This is an optimization exercise on Yosys and OpenROAD, whose aim is small area, a short achievable clock period and few clock cycles, not a production implementation. The RTL was checked by simulation tests, not by an equivalence proof against the original design. No activity file was given, so power comes from the tool's default toggle rates.

build 87:
Design gss_engine, start of the top module:
module gss_engine (
    input  wire        clk,
    input  wire        rst,           
    input  wire        start,         
    input  wire [15:0] in_len,        
    output reg         busy,
    output reg         done,
    output reg         err,
    output reg         passthru,
    output reg         rstop,
    output reg  [2:0]  err_code,
    output reg  [3:0]  err_info,
    output wire [15:0] err_pos,
    output reg  [15:0] res_len,
    output reg  [7:0]  hdr_enc,
    output reg  [7:0]  hdr_pack,
    output reg  [31:0] hdr_usize,
    output reg  [15:0] in_addr,
    input  wire [7:0]  in_rdata,
    output wire [15:0] out_addr,
    output reg         out_we,
    output reg  [7:0]  out_wdata,
    input  wire [7:0]  out_rdata
);
For scale: about 190 flip-flops, ~13,000 sq um of cells after synthesis.
Settings: LEC_CHECK=0, CAP_MARGIN=20, CORE_MARGIN=2, CORE_UTILIZATION=40, PLACE_DENSITY=0.6, SETUP_SLACK_MARGIN=5, SLEW_MARGIN=20; clock period 10.0 ns.
standard.sh (not shown) runs the stock make flow with config.mk's settings and CLKGATE_MAP_FILE= SYNTH_SCRIPT=/design/flow/synth_recipe.tcl, a recipe that flattens the netlist after the stock synthesis.
==> flow/flow/run.sh <==
#!/bin/bash
# Standard ORFS layout (standard.sh) with two changes in how it is made:
# the port buffers are buf_1 cells, and repair_timing aims for a setup margin
# of MARGIN ns. Clock period and constraints are unchanged.
set -euo pipefail
MARGIN=6.5
bash standard.sh "BUFFER_PORTS_ARGS=-buffer_cell sky130_fd_sc_hd__buf_1" "SETUP_SLACK_MARGIN=$MARGIN" finish > standard_flow.log 2>&1
Build 87: done, clean on timing, DRC and antenna
Testbench counts of build 87, summed over its fixed seeds: cycles 133,816.
diff inputs: build 87 => build 95
# build 87
export LEC_CHECK = 0
export CAP_MARGIN = 20
export CORE_MARGIN = 2
export CORE_UTILIZATION = 40
export PLACE_DENSITY = 0.6
export SETUP_SLACK_MARGIN = 5
export SLEW_MARGIN = 20
create_clock -name core_clock -period 10.0 [get_ports {clk}]
# build 95
export LEC_CHECK = 0
export CAP_MARGIN = 20
export CORE_MARGIN = 2
export CORE_UTILIZATION = 40
export PLACE_DENSITY = 0.6
export SETUP_SLACK_MARGIN = 5
export SLEW_MARGIN = 20
export TNS_END_PERCENT = 0
create_clock -name core_clock -period 10.0 [get_ports {clk}]
diff --git a/flow/flow/run.sh b/flow/flow/run.sh
--- a/flow/flow/run.sh
+++ b/flow/flow/run.sh
@@ -4,4 +4,4 @@
 # of MARGIN ns. Clock period and constraints are unchanged.
 set -euo pipefail
-MARGIN=6.5
+MARGIN=7
 bash standard.sh "BUFFER_PORTS_ARGS=-buffer_cell sky130_fd_sc_hd__buf_1" "SETUP_SLACK_MARGIN=$MARGIN" finish > standard_flow.log 2>&1
==> run notes <==
The final layout from build 95, which completed every stage, passed the timing, design-rule and antenna checks at the end of the flow.
Comparing build 95 with build 87, the area taken by flip-flops and latches came out essentially unchanged.
Build 95 vs. build 87: global-route met2 utilization climbed 1.8 points; setup slack after layout climbed 0.066 ns; global-route wire length before repair climbed 2.5%; remaining max-slew budget at the tightest pin dropped 10 points.

========
gss_engine, a different RTL version from the one above (not shown whole).
Size: roughly 1400 cells after synthesis, about 170 I/O pins.
Design gss_engine, start of the top module:
module gss_engine (
    input  wire        clk,
    input  wire        rst,           
    input  wire        start,         
    input  wire [15:0] in_len,        
    output reg         busy,
    output reg         done,
    output reg         err,
    output reg         passthru,
    output reg         rstop,
    output reg  [2:0]  err_code,
    output reg  [3:0]  err_info,
    output wire [15:0] err_pos,
    output reg  [15:0] res_len,
    output reg  [7:0]  hdr_enc,
    output reg  [7:0]  hdr_pack,
    output reg  [31:0] hdr_usize,
    output reg  [15:0] in_addr,
    input  wire [7:0]  in_rdata,
    output wire [15:0] out_addr,
    output reg         out_we,
    output reg  [7:0]  out_wdata,
    input  wire [7:0]  out_rdata
);
    localparam [7:0] CH_D = 8'h44, CH_R = 8'h52, CH_H = 8'h48, CH_W = 8'h57;
    localparam [7:0] CH_B = 8'h42, CH_S = 8'h53;
  ...
clock: 10.0 ns
lec_check: 0
cap_margin: 20
core_margin: 2
core_utilization: 40
place_density: 0.6
setup_slack_margin: 5
slew_margin: 20
tns_end_percent: 0
==> flow/flow/run.sh <==
#!/bin/bash
# Standard ORFS layout (standard.sh) with two changes in how it is made:
# the port buffers are buf_1 cells, and repair_timing aims for a setup margin
# of MARGIN ns. Clock period and constraints are unchanged.
set -euo pipefail
MARGIN=7.5
bash standard.sh "BUFFER_PORTS_ARGS=-buffer_cell sky130_fd_sc_hd__buf_1" "SETUP_SLACK_MARGIN=$MARGIN" finish > standard_flow.log 2>&1
The first run finished with timing, DRC and antenna clean.
Testbench counts at the start, summed over its fixed seeds: cycles 134,315.
Change:
--- a/flow/flow/run.sh
+++ b/flow/flow/run.sh
@@ -6 +6 @@
-MARGIN=7.5
+MARGIN=7
Settings changed: CTS_CLUSTER_DIAMETER set to 200, CTS_CLUSTER_SIZE set to 40.
Effect: Clock skew is about the same; sequential power rose by about 0.5%; maximum frequency fell by about 0.9%; die area is unchanged; total power barely changes; via count fell by 1.2%; final area fell by 2.4%.
Change:
Settings changed: CTS_CLUSTER_DIAMETER 200 to not set, CTS_CLUSTER_SIZE 40 to not set, PLACE_DENSITY 0.6 to 0.7.
After rerunning: Sequential cell count is unchanged; non-clock buffer count goes down by 16; worst hold slack gains 4.3 ps.

[re-timing with driven ports]
The flow's constraints put no driver on any port. The routed layouts listed below were extracted and timed again, unchanged, in two steps. Step 1, drivers: a clkbuf_16 drives clk and a buf_2 each remaining input, both assumed. Step 2 also shifts input and output timing later by t, the mid clock arrival at the registers, as if the neighbouring blocks saw the same clock. Three values: ideal, step 1, step 2; two values: the first two.
| run | t (ns) | setup slack, ns | worst hold slack (ns) | worst setup path after step 2 | worst register clock-pin slew, ns |
|---|---|---|---|---|---|
| build 87 | 0.504 | 6.487 / 6.487 / 5.995 | 0.474 / 0.474 / 0.474 | input to register | 0.08 / 0.08 |
| build 95 | 0.507 | 6.553 / 6.547 / 6.040 | 0.467 / 0.467 / 0.467 | input to register | 0.08 / 0.08 |
| the first run of note 2 | 0.494 | 6.969 / 6.940 / 6.450 | 0.479 / 0.479 / 0.479 | input to register | 0.08 / 0.08 |
| the second run of note 2 | 0.497 | 6.941 / 6.889 / 6.424 | 0.478 / 0.478 / 0.478 | input to register | 0.08 / 0.08 |
| the third run of note 2 | 0.497 | 6.857 / 6.836 / 6.345 | 0.483 / 0.483 / 0.483 | input to register | 0.09 / 0.09 |
After both steps setup and hold are still met in every run listed. For the first run of note 2, which loses most, drivers alone change the setup slack by -0.029 ns; drivers and shift together by -0.519 ns.
